This design comes from an exercise in tuning for small area, a short achievable clock period and few clock cycles per item on the open sky130 flow, not from production work.
Power figures rest on the tool's default switching activity, not on a simulated workload.

==> job 7713 <==
==> flow/design.v <==
module bit_writer (
    input  wire        clk,
    input  wire        rst,
    input  wire        f_valid,
    output wire        f_ready,
    input  wire [14:0] f_data,
    input  wire [3:0]  f_width,
    input  wire        flush,
    output wire        out_valid,
    input  wire        out_ready,
    output wire [7:0]  out_data,
    output wire        out_last
);
    reg        F_v;
    reg [14:0] F_d;
    reg [3:0]  F_w;
    reg [29:0] acc;    
    reg [4:0]  c;      
    reg        e0_v, e1_v, e0_l, e1_l;
    reg [7:0]  e0_d, e1_d;
    wire fl    = flush & ~F_v;
    wire room  = ~e1_v;
    wire avail = (c > 5'd8) | (fl & (c != 5'd0));
    wire emit  = avail & room;
    wire lastb = fl & (c <= 5'd8);
    wire [4:0] c1 = emit ? (c[4] | c[3] ? c - 5'd8 : 5'd0) : c;
    wire take  = F_v & (c1 <= 5'd15);
    reg  rdy_r;
    assign f_ready = ~F_v | rdy_r;
    wire [4:0] c_n    = take ? c1 + {1'b0, F_w} : c1;
    wire       e1_v_n = e1_v ? ~(~e0_v | pop) : (emit & e0_v & ~pop);
    wire [29:0] acc1 = emit ? {8'd0, acc[29:8]} : acc;
    wire [29:0] ins  = {15'd0, F_d} << c1;
    wire pop = e0_v & out_ready;
    assign out_valid = e0_v;
    assign out_data  = e0_d;
    assign out_last  = e0_l;
    always @(posedge clk) begin
        if (rst) begin
            F_v  <= 1'b0;
            rdy_r <= 1'b1;
            acc  <= 30'd0;
            c    <= 5'd0;
            e0_v <= 1'b0;
            e1_v <= 1'b0;
        end else begin
            if (f_ready) begin
                F_v <= f_valid;
                F_d <= f_data;
                F_w <= f_width;
            end else if (take) begin
                F_v <= 1'b0;
            end
            acc   <= take ? (acc1 | ins) : acc1;
            c     <= c_n;
            rdy_r <= (c_n <= 5'd15) | (~e1_v_n & (c_n <= 5'd23));
            if (~e0_v | pop) begin
                if (e1_v) begin
                    e0_v <= 1'b1;
                    e0_d <= e1_d;
                    e0_l <= e1_l;
                    e1_v <= 1'b0;
                end else begin
                    e0_v <= emit;
                    e0_d <= acc[7:0];
                    e0_l <= lastb;
                end
            end else if (emit) begin
                e1_v <= 1'b1;
                e1_d <= acc[7:0];
                e1_l <= lastb;
            end
        end
    end
endmodule
module anim_frame_encoder #(
    parameter NPIX = 4096
) (
    input  wire       clk,
    input  wire       rst,
    input  wire       start,
    input  wire       literal,
    input  wire [2:0] bpp,
    output wire       busy,
    input  wire       pix_valid,
    output wire       pix_ready,
    input  wire [6:0] pix_cur,
    input  wire [6:0] pix_ref,
    output wire       out_valid,
    input  wire       out_ready,
    output wire [7:0] out_data,
    output wire       out_last
);
    localparam N  = 132;               
    localparam PW = $clog2(NPIX + 1);
    localparam M_START = 2'd0;         
    localparam M_SAME  = 2'd1;         
    localparam M_DIFF  = 2'd2;         
    reg        busy_r;
    reg        lit_r;
    reg [2:0]  bpp_r;
    wire       start_take = start & ~busy_r;
    reg        q0_v, q1_v;
    reg [6:0]  q0_val, q1_val;
    reg        q0_eq, q1_eq;
    reg [PW-1:0] in_left;              
    reg        in_nz;                  
    reg        pix_ready_r;
    assign pix_ready = pix_ready_r;
    wire take   = pix_valid & pix_ready;
    wire new_eq = (pix_cur == pix_ref);
    wire all_in = ~in_nz & ~q0_v;      
    reg [7*N-1:0] rval;
    reg [N-1:0]   rstop;
    reg [7:0]     cnt;                 
    reg [7:0]     d;                   
    reg           h1, h2, h3;          
    wire [6:0] v = rval[7*(N-1) +: 7];
    wire       s = rstop[N-1];
    wire [127:0] f;
    assign f[0] = 1'b0;
    genvar gk;
    generate
        for (gk = 1; gk < 128; gk = gk + 1) begin : g_f
            assign f[gk] = rstop[N - 2 - gk];
        end
    endgenerate
    wire        enc_f_n;
    wire [6:0]  enc_k_n;
    ffs128 u_ffs (.x(f), .found(enc_f_n), .idx(enc_k_n));
    reg        enc_f;
    reg [6:0]  enc_k;
    reg        snapok;
    reg [1:0]    mode;
    reg [6:0]    len;                  
    reg [7:0]    left;                 
    reg          s1, s2;               
    reg [PW-1:0] rem;                  
    reg          ex_done;
    wire f_ready;
    reg  is_head;                      
    reg  rem1;                         
    reg  rem_le;                       
    wire fin_ok  = (cnt >= 8'd4) | all_in;
    wire [7:0] ldiff = enc_f ? {1'b0, enc_k} :
                       (rem_le ? rem[7:0] : 8'd128);
    wire valid_d = enc_f | snapok;
    wire [7:0] len1 = {1'b0, len} + 8'd1;
    wire eqn     = (len <= 7'd2) | s2;
    wire sclose  = (&len) | rem1 | ~eqn;
    reg        cons;
    reg        fv;
    reg [14:0] fd;
    reg [3:0]  fw;
    wire lit_take = lit_r & busy_r & q0_v & f_ready & ~ex_done;
    always @(*) begin
        cons = 1'b0;
        fv   = 1'b0;
        fd   = {8'd0, v};
        fw   = {1'b0, bpp_r};
        if (lit_r) begin
            fv = lit_take;
            fd = {8'd0, q0_val};
        end else if (is_head) begin
            case (mode)
                M_START: if (fin_ok) begin
                    if (s) begin
                        cons = 1'b1;
                    end else if (valid_d & f_ready) begin
                        cons = 1'b1;
                        fv   = 1'b1;
                        fd   = {v, ldiff[6:0], 1'b1};
                        fw   = 4'd8 + {1'b0, bpp_r};
                    end
                end
                M_SAME: if (fin_ok) begin
                    if (~sclose) begin
                        cons = 1'b1;
                    end else if (f_ready) begin
                        cons = 1'b1;
                        fv   = 1'b1;
                        fd   = {7'd0, len1[6:0], 1'b0};
                        fw   = 4'd8;
                    end
                end
                default: if (f_ready) begin
                    cons = 1'b1;
                    fv   = 1'b1;
                end
            endcase
        end
    end
    wire [7:0] cnt_m1 = cnt - 8'd1;
    wire [7:0] cnt_p1 = cnt + 8'd1;
    wire [7:0] d_p1   = (d == N - 1) ? 8'd0 : d + 8'd1;
    wire live    = (d < cnt);
    wire ins_ok  = cons ? ((cnt == N) | (cnt == 8'd1)) : ((cnt == 8'd0) | (d == cnt));
    wire ins     = q0_v & ~lit_r & busy_r & ins_ok;
    wire pop_q   = ins | lit_take;
    wire q1_v_n  = (~q0_v | pop_q) ? (q1_v & take) : (q1_v | take);
    bit_writer u_writer (
        .clk      (clk),
        .rst      (rst),
        .f_valid  (fv),
        .f_ready  (f_ready),
        .f_data   (fd),
        .f_width  (fw),
        .flush    (ex_done),
        .out_valid(out_valid),
        .out_ready(out_ready),
        .out_data (out_data),
        .out_last (out_last)
    );
    assign busy = busy_r;
    wire [6:0] vin = ins ? q0_val : v;
    wire       sin = ~ins & live & ~cons & s;
    always @(posedge clk) begin
        rval  <= {rval[7*(N-1)-1:0], vin};
        rstop <= {rstop[N-2:3], (ins ? (h1 & h2 & h3 & q0_eq) : rstop[2]), rstop[1:0], sin};
        enc_f <= enc_f_n;
        enc_k <= enc_k_n;
    end
    always @(posedge clk) begin
        if (rst) begin
            busy_r  <= 1'b0;
            lit_r   <= 1'b0;
            bpp_r   <= 3'd1;
            q0_v    <= 1'b0;
            q1_v    <= 1'b0;
            in_left <= NPIX;
            in_nz   <= 1'b1;
            cnt     <= 8'd0;
            d       <= 8'd0;
            is_head <= 1'b0;
            pix_ready_r <= 1'b1;
            mode    <= M_START;
            ex_done <= 1'b0;
            snapok  <= 1'b0;
        end else begin
            snapok <= (cons ? (cnt >= N) : (cnt >= N - 1)) | all_in;
            if (~q0_v | pop_q) begin
                if (q1_v) begin
                    q0_val <= q1_val;
                    q0_eq  <= q1_eq;
                    q1_v   <= take;
                    q1_val <= pix_cur;
                    q1_eq  <= new_eq;
                end else begin
                    q0_v   <= take;
                    q0_val <= pix_cur;
                    q0_eq  <= new_eq;
                end
            end else if (take) begin
                q1_v   <= 1'b1;
                q1_val <= pix_cur;
                q1_eq  <= new_eq;
            end
            if (take) begin
                in_left <= in_left - 1'b1;
                in_nz   <= (in_left != 1);
            end
            pix_ready_r <= ~q1_v_n & (take ? (in_left != 1) : in_nz);
            cnt <= (cons == ins) ? cnt : (cons ? cnt_m1 : cnt_p1);
            if (cons)
                d <= ((cnt == 8'd1) & ins) ? 8'd1 : 8'd0;
            else if ((cnt == 8'd0) & ins)
                d <= 8'd1;
            else
                d <= d_p1;
            if (ins) begin
                h3 <= h2;
                h2 <= h1;
                h1 <= q0_eq;
            end
            is_head <= cons ? (cnt >= 8'd2) : ((cnt != 8'd0) & (d == N - 1));
            if (cons | lit_take) begin
                rem    <= rem - 1'b1;
                rem1   <= (rem == 2);
                rem_le <= (rem <= 129);
                if (rem1)
                    ex_done <= 1'b1;
            end
            if (cons) begin
                s2 <= s1;
                s1 <= s;
                case (mode)
                    M_START: begin
                        if (s) begin
                            mode <= M_SAME;
                            len  <= 7'd1;
                        end else if (ldiff != 8'd1) begin
                            mode <= M_DIFF;
                            left <= ldiff - 8'd1;
                        end
                    end
                    M_SAME: begin
                        if (sclose) mode <= M_START;
                        else        len  <= len1[6:0];
                    end
                    default: begin
                        left <= left - 8'd1;
                        if (left == 8'd1) mode <= M_START;
                    end
                endcase
            end
            if (start_take) begin
                busy_r  <= 1'b1;
                lit_r   <= literal;
                bpp_r   <= bpp;
                in_left <= NPIX - take;
                in_nz   <= (NPIX - take) != 0;
                rem     <= NPIX;
                rem1    <= (NPIX == 1);
                rem_le  <= (NPIX <= 128);
                is_head <= 1'b0;
                mode    <= M_START;
                ex_done <= 1'b0;
                cnt     <= 8'd0;
                h1      <= 1'b0;
                h2      <= 1'b0;
                h3      <= 1'b0;
            end
            if (out_valid & out_ready & out_last) begin
                busy_r  <= 1'b0;
                in_left <= NPIX;
                in_nz   <= 1'b1;
                pix_ready_r <= 1'b1;
            end
        end
    end
endmodule
module ffs128 (
    input  wire [127:0] x,
    output wire         found,
    output wire [6:0]   idx
);
    wire [63:0] f1; wire [63:0]  i1;
    wire [31:0] f2; wire [63:0]  i2;
    wire [15:0] f3; wire [47:0]  i3;
    wire [7:0]  f4; wire [31:0]  i4;
    wire [3:0]  f5; wire [19:0]  i5;
    wire [1:0]  f6; wire [11:0]  i6;
    genvar n;
    generate
        for (n = 0; n < 64; n = n + 1) begin : l1
            assign f1[n] = x[2*n] | x[2*n+1];
            assign i1[n] = ~x[2*n];
        end
        for (n = 0; n < 32; n = n + 1) begin : l2
            assign f2[n] = f1[2*n] | f1[2*n+1];
            assign i2[2*n +: 2] = f1[2*n] ? {1'b0, i1[2*n]} : {1'b1, i1[2*n+1]};
        end
        for (n = 0; n < 16; n = n + 1) begin : l3
            assign f3[n] = f2[2*n] | f2[2*n+1];
            assign i3[3*n +: 3] = f2[2*n] ? {1'b0, i2[4*n +: 2]} : {1'b1, i2[4*n+2 +: 2]};
        end
        for (n = 0; n < 8; n = n + 1) begin : l4
            assign f4[n] = f3[2*n] | f3[2*n+1];
            assign i4[4*n +: 4] = f3[2*n] ? {1'b0, i3[6*n +: 3]} : {1'b1, i3[6*n+3 +: 3]};
        end
        for (n = 0; n < 4; n = n + 1) begin : l5
            assign f5[n] = f4[2*n] | f4[2*n+1];
            assign i5[5*n +: 5] = f4[2*n] ? {1'b0, i4[8*n +: 4]} : {1'b1, i4[8*n+4 +: 4]};
        end
        for (n = 0; n < 2; n = n + 1) begin : l6
            assign f6[n] = f5[2*n] | f5[2*n+1];
            assign i6[6*n +: 6] = f5[2*n] ? {1'b0, i5[10*n +: 5]} : {1'b1, i5[10*n+5 +: 5]};
        end
    endgenerate
    assign found = f6[0] | f6[1];
    assign idx   = f6[0] ? {1'b0, i6[5:0]} : {1'b1, i6[11:6]};
endmodule
==> flow/run.sh <==
#!/bin/bash
# synth_recipe.tcl (not shown) runs the flow's synth.tcl, then flattens the netlist and writes it again
# the make line also repeats each setting of config.mk as NAME=value (left out here)
make -C /OpenROAD-flow-scripts/flow DESIGN_CONFIG=/design/flow/config.mk WORK_HOME=/design/flow/orfs CLKGATE_MAP_FILE= SYNTH_SCRIPT=/design/flow/synth_recipe.tcl finish
==> flow/config.mk <==
export PLATFORM = sky130hd
export DESIGN_NAME = anim_frame_encoder
export DESIGN_NICKNAME = anim_frame_encoder
export VERILOG_FILES = /design/flow/design.v
export SDC_FILE = /design/flow/constraint.sdc
export NUM_CORES = 4
export LEC_CHECK = 0
export CAP_MARGIN = 20
export CORE_MARGIN = 2
export CORE_UTILIZATION = 40
export SLEW_MARGIN = 20
==> flow/constraint.sdc <==
create_clock -name core_clock -period 8.0 [get_ports {clk}]
set_input_delay 1.6000 -clock core_clock [delete_from_list [all_inputs] [get_ports {clk}]]
set_output_delay 1.6000 -clock core_clock [all_outputs]
set_load 0.01 [all_outputs]
==> job 3276: changes against job 7713 <==
==> flow/design.v, changed modules only <==
module bit_writer (
    input  wire        clk,
    input  wire        rst,
    input  wire        f_valid,
    output wire        f_ready,
    input  wire [14:0] f_data,
    input  wire [3:0]  f_width,
    input  wire        flush,
    output wire        out_valid,
    input  wire        out_ready,
    output wire [7:0]  out_data,
    output wire        out_last
);
    reg        F_v;
    reg [14:0] F_d;
    reg [3:0]  F_w;
    reg        F_big;  
    reg [23:0] acc;    
    reg [4:0]  c;      
    reg        e0_v, e1_v, e0_l, e1_l;
    reg [7:0]  e0_d, e1_d;
    wire fl    = flush & ~F_v;
    wire room  = ~e1_v;
    wire avail = (c > 5'd8) | (fl & (c != 5'd0));
    wire emit  = avail & room;
    wire lastb = fl & (c <= 5'd8);
    wire [4:0] c1 = emit ? (c[4] | c[3] ? c - 5'd8 : 5'd0) : c;
    wire take  = F_v & (F_big ? (c1 <= 5'd9) : (c1 <= 5'd15));
    reg  rdy_s, rdy_b;
    assign f_ready = ~F_v | (F_big ? rdy_b : rdy_s);
    wire [4:0] c_n    = take ? c1 + {1'b0, F_w} : c1;
    wire       e1_v_n = e1_v ? ~(~e0_v | pop) : (emit & e0_v & ~pop);
    wire [23:0] acc1 = emit ? {8'd0, acc[23:8]} : acc;
    wire [23:0] ins  = {9'd0, F_d} << c1;
    wire pop = e0_v & out_ready;
    assign out_valid = e0_v;
    assign out_data  = e0_d;
    assign out_last  = e0_l;
    always @(posedge clk) begin
        if (rst) begin
            F_v  <= 1'b0;
            rdy_s <= 1'b1;
            rdy_b <= 1'b1;
            acc  <= 24'd0;
            c    <= 5'd0;
            e0_v <= 1'b0;
            e1_v <= 1'b0;
        end else begin
            if (f_ready) begin
                F_v <= f_valid;
                F_d <= f_data;
                F_w <= f_width;
                F_big <= f_width[3] & (f_width[2:0] != 3'd0);
            end else if (take) begin
                F_v <= 1'b0;
            end
            acc   <= take ? (acc1 | ins) : acc1;
            c     <= c_n;
            rdy_s <= (c_n <= 5'd15) | (~e1_v_n & (c_n <= 5'd23));
            rdy_b <= (c_n <= 5'd9)  | (~e1_v_n & (c_n <= 5'd17));
            if (~e0_v | pop) begin
                if (e1_v) begin
                    e0_v <= 1'b1;
                    e0_d <= e1_d;
                    e0_l <= e1_l;
                    e1_v <= 1'b0;
                end else begin
                    e0_v <= emit;
                    e0_d <= acc[7:0];
                    e0_l <= lastb;
                end
            end else if (emit) begin
                e1_v <= 1'b1;
                e1_d <= acc[7:0];
                e1_l <= lastb;
            end
        end
    end
endmodule
module anim_frame_encoder #(
    parameter NPIX = 4096
) (
    input  wire       clk,
    input  wire       rst,
    input  wire       start,
    input  wire       literal,
    input  wire [2:0] bpp,
    output wire       busy,
    input  wire       pix_valid,
    output wire       pix_ready,
    input  wire [6:0] pix_cur,
    input  wire [6:0] pix_ref,
    output wire       out_valid,
    input  wire       out_ready,
    output wire [7:0] out_data,
    output wire       out_last
);
    localparam N  = 132;               
    localparam TP = 100;                
    localparam PW = $clog2(NPIX + 1);
    localparam M_START = 2'd0;         
    localparam M_SAME  = 2'd1;         
    localparam M_DIFF  = 2'd2;         
    reg        busy_r;
    reg        lit_r;
    reg [2:0]  bpp_r;
    wire       start_take = start & ~busy_r;
    reg        q0_v, q1_v;
    reg [6:0]  q0_val, q1_val;
    reg        q0_eq, q1_eq;
    reg [PW-1:0] in_left;              
    reg        in_nz;                  
    reg        pix_ready_r;
    assign pix_ready = pix_ready_r;
    wire take   = pix_valid & pix_ready;
    wire new_eq = (pix_cur == pix_ref);
    wire all_in = ~in_nz & ~q0_v;      
    reg [7*N-1:0] rval;
    reg [N-1:0]   rstop;
    reg [7:0]     cnt;                 
    reg [7:0]     d;                   
    reg           h1, h2, h3;          
    wire [6:0] v = rval[7*(N-1) +: 7];
    wire       s = rstop[N-1];
    wire [127:0] f;
    assign f[0] = 1'b0;
    genvar gk;
    generate
        for (gk = 1; gk < 128; gk = gk + 1) begin : g_f
            assign f[gk] = rstop[N - 2 - gk];
        end
    endgenerate
    wire        enc_f_n;
    wire [6:0]  enc_k_n;
    ffs128 u_ffs (.x(f), .found(enc_f_n), .idx(enc_k_n));
    reg        enc_f;
    reg [6:0]  enc_k;
    reg        snapok;
    reg [1:0]    mode;
    reg [6:0]    len;                  
    reg          s1, s2;               
    reg          ex_done;
    wire f_ready;
    reg  is_head;                      
    wire rem1   = all_in & (cnt == 8'd1);    
    wire rem_le = all_in & (cnt <= 8'd128);
    wire fin_ok  = (cnt >= 8'd4) | all_in;
    wire [7:0] ldiff = enc_f ? {1'b0, enc_k} :
                       (rem_le ? cnt : 8'd128);
    wire valid_d = enc_f | snapok;
    wire [7:0] len1 = {1'b0, len} + 8'd1;
    wire eqn     = (len <= 7'd2) | s2;
    wire sclose  = (&len) | rem1 | ~eqn;
    wire at_start = (mode == M_START) | (s | (len == 7'd0));
    reg        cons;
    reg        fv;
    reg [14:0] fd;
    reg [3:0]  fw;
    wire lit_take = lit_r & busy_r & q0_v & f_ready & ~ex_done;
    always @(*) begin
        cons = 1'b0;
        fv   = 1'b0;
        fd   = {8'd0, v};
        fw   = {1'b0, bpp_r};
        if (lit_r) begin
            fv = lit_take;
            fd = {8'd0, q0_val};
        end else if (is_head) begin
            case (mode)
                M_SAME: if (fin_ok) begin
                    if (~sclose) begin
                        cons = 1'b1;
                    end else if (f_ready) begin
                        cons = 1'b1;
                        fv   = 1'b1;
                        fd   = {7'd0, len1[6:0], 1'b0};
                        fw   = 4'd8;
                    end
                end
                default: if (fin_ok) begin
                    if (s) begin
                        cons = 1'b1;
                    end else if (~at_start) begin
                        if (f_ready) begin
                            cons = 1'b1;
                            fv   = 1'b1;
                        end
                    end else if (valid_d & f_ready) begin
                        cons = 1'b1;
                        fv   = 1'b1;
                        fd   = {v, ldiff[6:0], 1'b1};
                        fw   = 4'd8 + {1'b0, bpp_r};
                    end
                end
            endcase
        end
    end
    wire [7:0] cnt_m1 = cnt - 8'd1;
    wire [7:0] cnt_p1 = cnt + 8'd1;
    wire [7:0] d_p1   = (d == N - 1) ? 8'd0 : d + 8'd1;
    wire live    = (d < cnt);
    reg  at_p;                         
    reg  cln;                          
    wire empty_n = cons ? (cnt == 8'd1) : (cnt == 8'd0);
    wire src_ok  = q0_v & ~lit_r & busy_r;
    wire insp    = src_ok & ((empty_n & cln) | (at_p & (cons | (cnt != N))));
    wire ins0    = src_ok & ((empty_n & ~cln) | (~empty_n & ~at_p & (cons ? (cnt == N) : (d == cnt))));
    wire ins     = ins0 | insp;
    wire pop_q   = ins | lit_take;
    wire q1_v_n  = (~q0_v | pop_q) ? (q1_v & take) : (q1_v | take);
    bit_writer u_writer (
        .clk      (clk),
        .rst      (rst),
        .f_valid  (fv),
        .f_ready  (f_ready),
        .f_data   (fd),
        .f_width  (fw),
        .flush    (ex_done),
        .out_valid(out_valid),
        .out_ready(out_ready),
        .out_data (out_data),
        .out_last (out_last)
    );
    assign busy = busy_r;
    wire [6:0] vin = ins0 ? q0_val : v;
    wire       sin = ~ins0 & live & ~cons & s;
    wire       stop_new = h1 & h2 & h3 & q0_eq;
    always @(posedge clk) begin
        rval  <= {rval[7*(N-1)-1:7*TP], (insp ? q0_val : rval[7*(TP-1) +: 7]), rval[7*(TP-1)-1:0], vin};
        rstop <= {rstop[N-2:TP+3], (insp ? stop_new : rstop[TP+2]), rstop[TP+1:TP], (~insp & rstop[TP-1]),
                  rstop[TP-2:3], (ins0 ? stop_new : rstop[2]), rstop[1:0], sin};
        enc_f <= enc_f_n;
        enc_k <= enc_k_n;
    end
    always @(posedge clk) begin
        if (rst) begin
            busy_r  <= 1'b0;
            lit_r   <= 1'b0;
            bpp_r   <= 3'd1;
            q0_v    <= 1'b0;
            q1_v    <= 1'b0;
            in_left <= NPIX;
            in_nz   <= 1'b1;
            cnt     <= 8'd0;
            d       <= 8'd0;
            at_p    <= 1'b0;
            cln     <= 1'b0;
            is_head <= 1'b0;
            pix_ready_r <= 1'b1;
            mode    <= M_START;
            ex_done <= 1'b0;
            snapok  <= 1'b0;
            h1      <= 1'b0;
            h2      <= 1'b0;
            h3      <= 1'b0;
        end else begin
            snapok <= (cons ? (cnt >= N) : (cnt >= N - 1)) | all_in;
            if (~q0_v | pop_q) begin
                if (q1_v) begin
                    q0_val <= q1_val;
                    q0_eq  <= q1_eq;
                    q1_v   <= take;
                    q1_val <= pix_cur;
                    q1_eq  <= new_eq;
                end else begin
                    q0_v   <= take;
                    q0_val <= pix_cur;
                    q0_eq  <= new_eq;
                end
            end else if (take) begin
                q1_v   <= 1'b1;
                q1_val <= pix_cur;
                q1_eq  <= new_eq;
            end
            if (take) begin
                in_left <= in_left - 1'b1;
                in_nz   <= (in_left != 1);
            end
            pix_ready_r <= ~q1_v_n & (take ? (in_left != 1) : in_nz);
            cnt <= (cons == ins) ? cnt : (cons ? cnt_m1 : cnt_p1);
            at_p <= insp;
            if (empty_n & insp)
                d <= TP + 1;
            else if (empty_n & ins0)
                d <= 8'd1;
            else if (cons)
                d <= 8'd0;
            else
                d <= d_p1;
            if (ins) begin
                h3 <= h2;
                h2 <= h1;
                h1 <= q0_eq;
            end
            is_head <= cons ? (cnt >= 8'd2) : ((cnt != 8'd0) & (d == N - 1));
            if (cons) begin
                s2 <= s1;
                s1 <= s;
                if (mode == M_SAME) begin
                    if (sclose) mode <= M_START;
                    else        len  <= len1[6:0];
                end else if (at_start) begin
                    mode <= s ? M_SAME : M_DIFF;
                    len  <= 7'd1;
                end else begin
                    len  <= len1[6:0];
                end
            end
            if ((cons & rem1) | (lit_take & ~in_nz & ~q1_v)) begin
                ex_done     <= 1'b1;
                cln         <= (NPIX >= N);
                mode        <= M_START;
                h1          <= 1'b0;
                h2          <= 1'b0;
                h3          <= 1'b0;
                in_left     <= NPIX;
                in_nz       <= 1'b1;
                pix_ready_r <= 1'b1;
            end
            if (start_take) begin
                busy_r  <= 1'b1;
                lit_r   <= literal;
                bpp_r   <= bpp;
            end
            if (out_valid & out_ready & out_last) begin
                busy_r  <= 1'b0;
                ex_done <= 1'b0;
            end
        end
    end
endmodule
CORE_UTILIZATION = 65   (was 40)
CTS_BUF_LIST = sky130_fd_sc_hd__clkbuf_16   (was unset)
CTS_CLUSTER_DIAMETER = 80   (was unset)
CTS_CLUSTER_SIZE = 32   (was unset)
PLACE_DENSITY = 0.75   (was unset)
SETUP_SLACK_MARGIN = 5.0   (was unset)
==> qor summary <==
Outcome: job 7713 finished clean; job 3276 finished clean
Sequential cell power: job 7713 6.37 mW; job 3276 6.27 mW
Switching component of the power: job 7713 2.390 mW; job 3276 2.000 mW
First-pass GRT wire length: job 7713 87340 um; job 3276 82920 um
Largest net degree at the start of global routing: job 7713 56; job 3276 59
Met1 wire length: job 7713 27080 um; job 3276 24100 um
Largest stage delay on the critical path: job 7713 810 ps; job 3276 580 ps
Launch point of the critical path: job 7713 u_writer.e1_v; job 3276 len[1]
Placed Area: job 7713 33790 sq um; job 3276 31540 sq um
Most Used Layer, Global Route: job 7713 met1; job 3276 met2
Row cnt: job 7713 104; job 3276 79
Endpoint of the worst hold path: job 7713 rval[469]; job 3276 rval[619]
Count of clock tree sinks: job 7713 1234; job 3276 1209
Clock slew seen by the registers of the worst setup and hold paths: job 7713 70 ps; job 3276 120 ps
Data arrival time of the critical path: job 7713 4290 ps; job 3276 3570 ps
Clock buffer and inverter area fraction after layout: job 7713 10.22%; job 3276 4.076%
Slowest CP cell: job 7713 o21ai_1; job 3276 or4b_4
Worst-case setup slack after placement: job 7713 4233 ps; job 3276 4071 ps
Syn nets: job 7713 2425; job 3276 2171
Non-clock buffers, area share: job 7713 1.070%; job 3276 1.731%
GR Layer Usage met1: job 7713 18.97%; job 3276 29.31%
Multi-input gate share of total cell area: job 7713 16.64%; job 3276 17.01%
Final antenna diode count: job 7713 0; job 3276 2
Number of synthesized flops with an enable pin: job 7713 88; job 3276 63
Count of sequential standard cells: job 7713 1234; job 3276 1209
Utilization after layout: job 7713 46.96%; job 3276 72.02%
Function was not checked in any run of this note: the RTL went through the layout flow alone.

==> afterwards: timing with drivers on the ports <==
Ports are ideal in the flow. The routed layouts listed here were re-timed in OpenROAD. Step 1 assumes that a clkbuf_16 drives the clock port and a buf_2 every other input. Step 2, shift: input delay + t, output delay - t, t = (earliest + latest rising clock arrival at the registers) / 2. This alone moves slack from input paths to output paths. Slacks: ideal ports / drivers / drivers and shift; pairs: ideal ports / drivers.
run	shift t [ns]	setup slack, ns	worst setup path after step 2	worst register clock-pin slew, ns	worst slew at a driven data input, ns
job 7713	0.707	4.238 / 4.238 / 4.171	input to register	0.07 / 0.07	0.05
job 3276	0.689	4.955 / 4.955 / 4.391	input to register	0.12 / 0.12	0.11
After both steps setup and hold are still met in every run listed. For job 3276, which loses most, drivers alone change the setup slack by 0.000 ns; drivers and shift together by -0.564 ns.
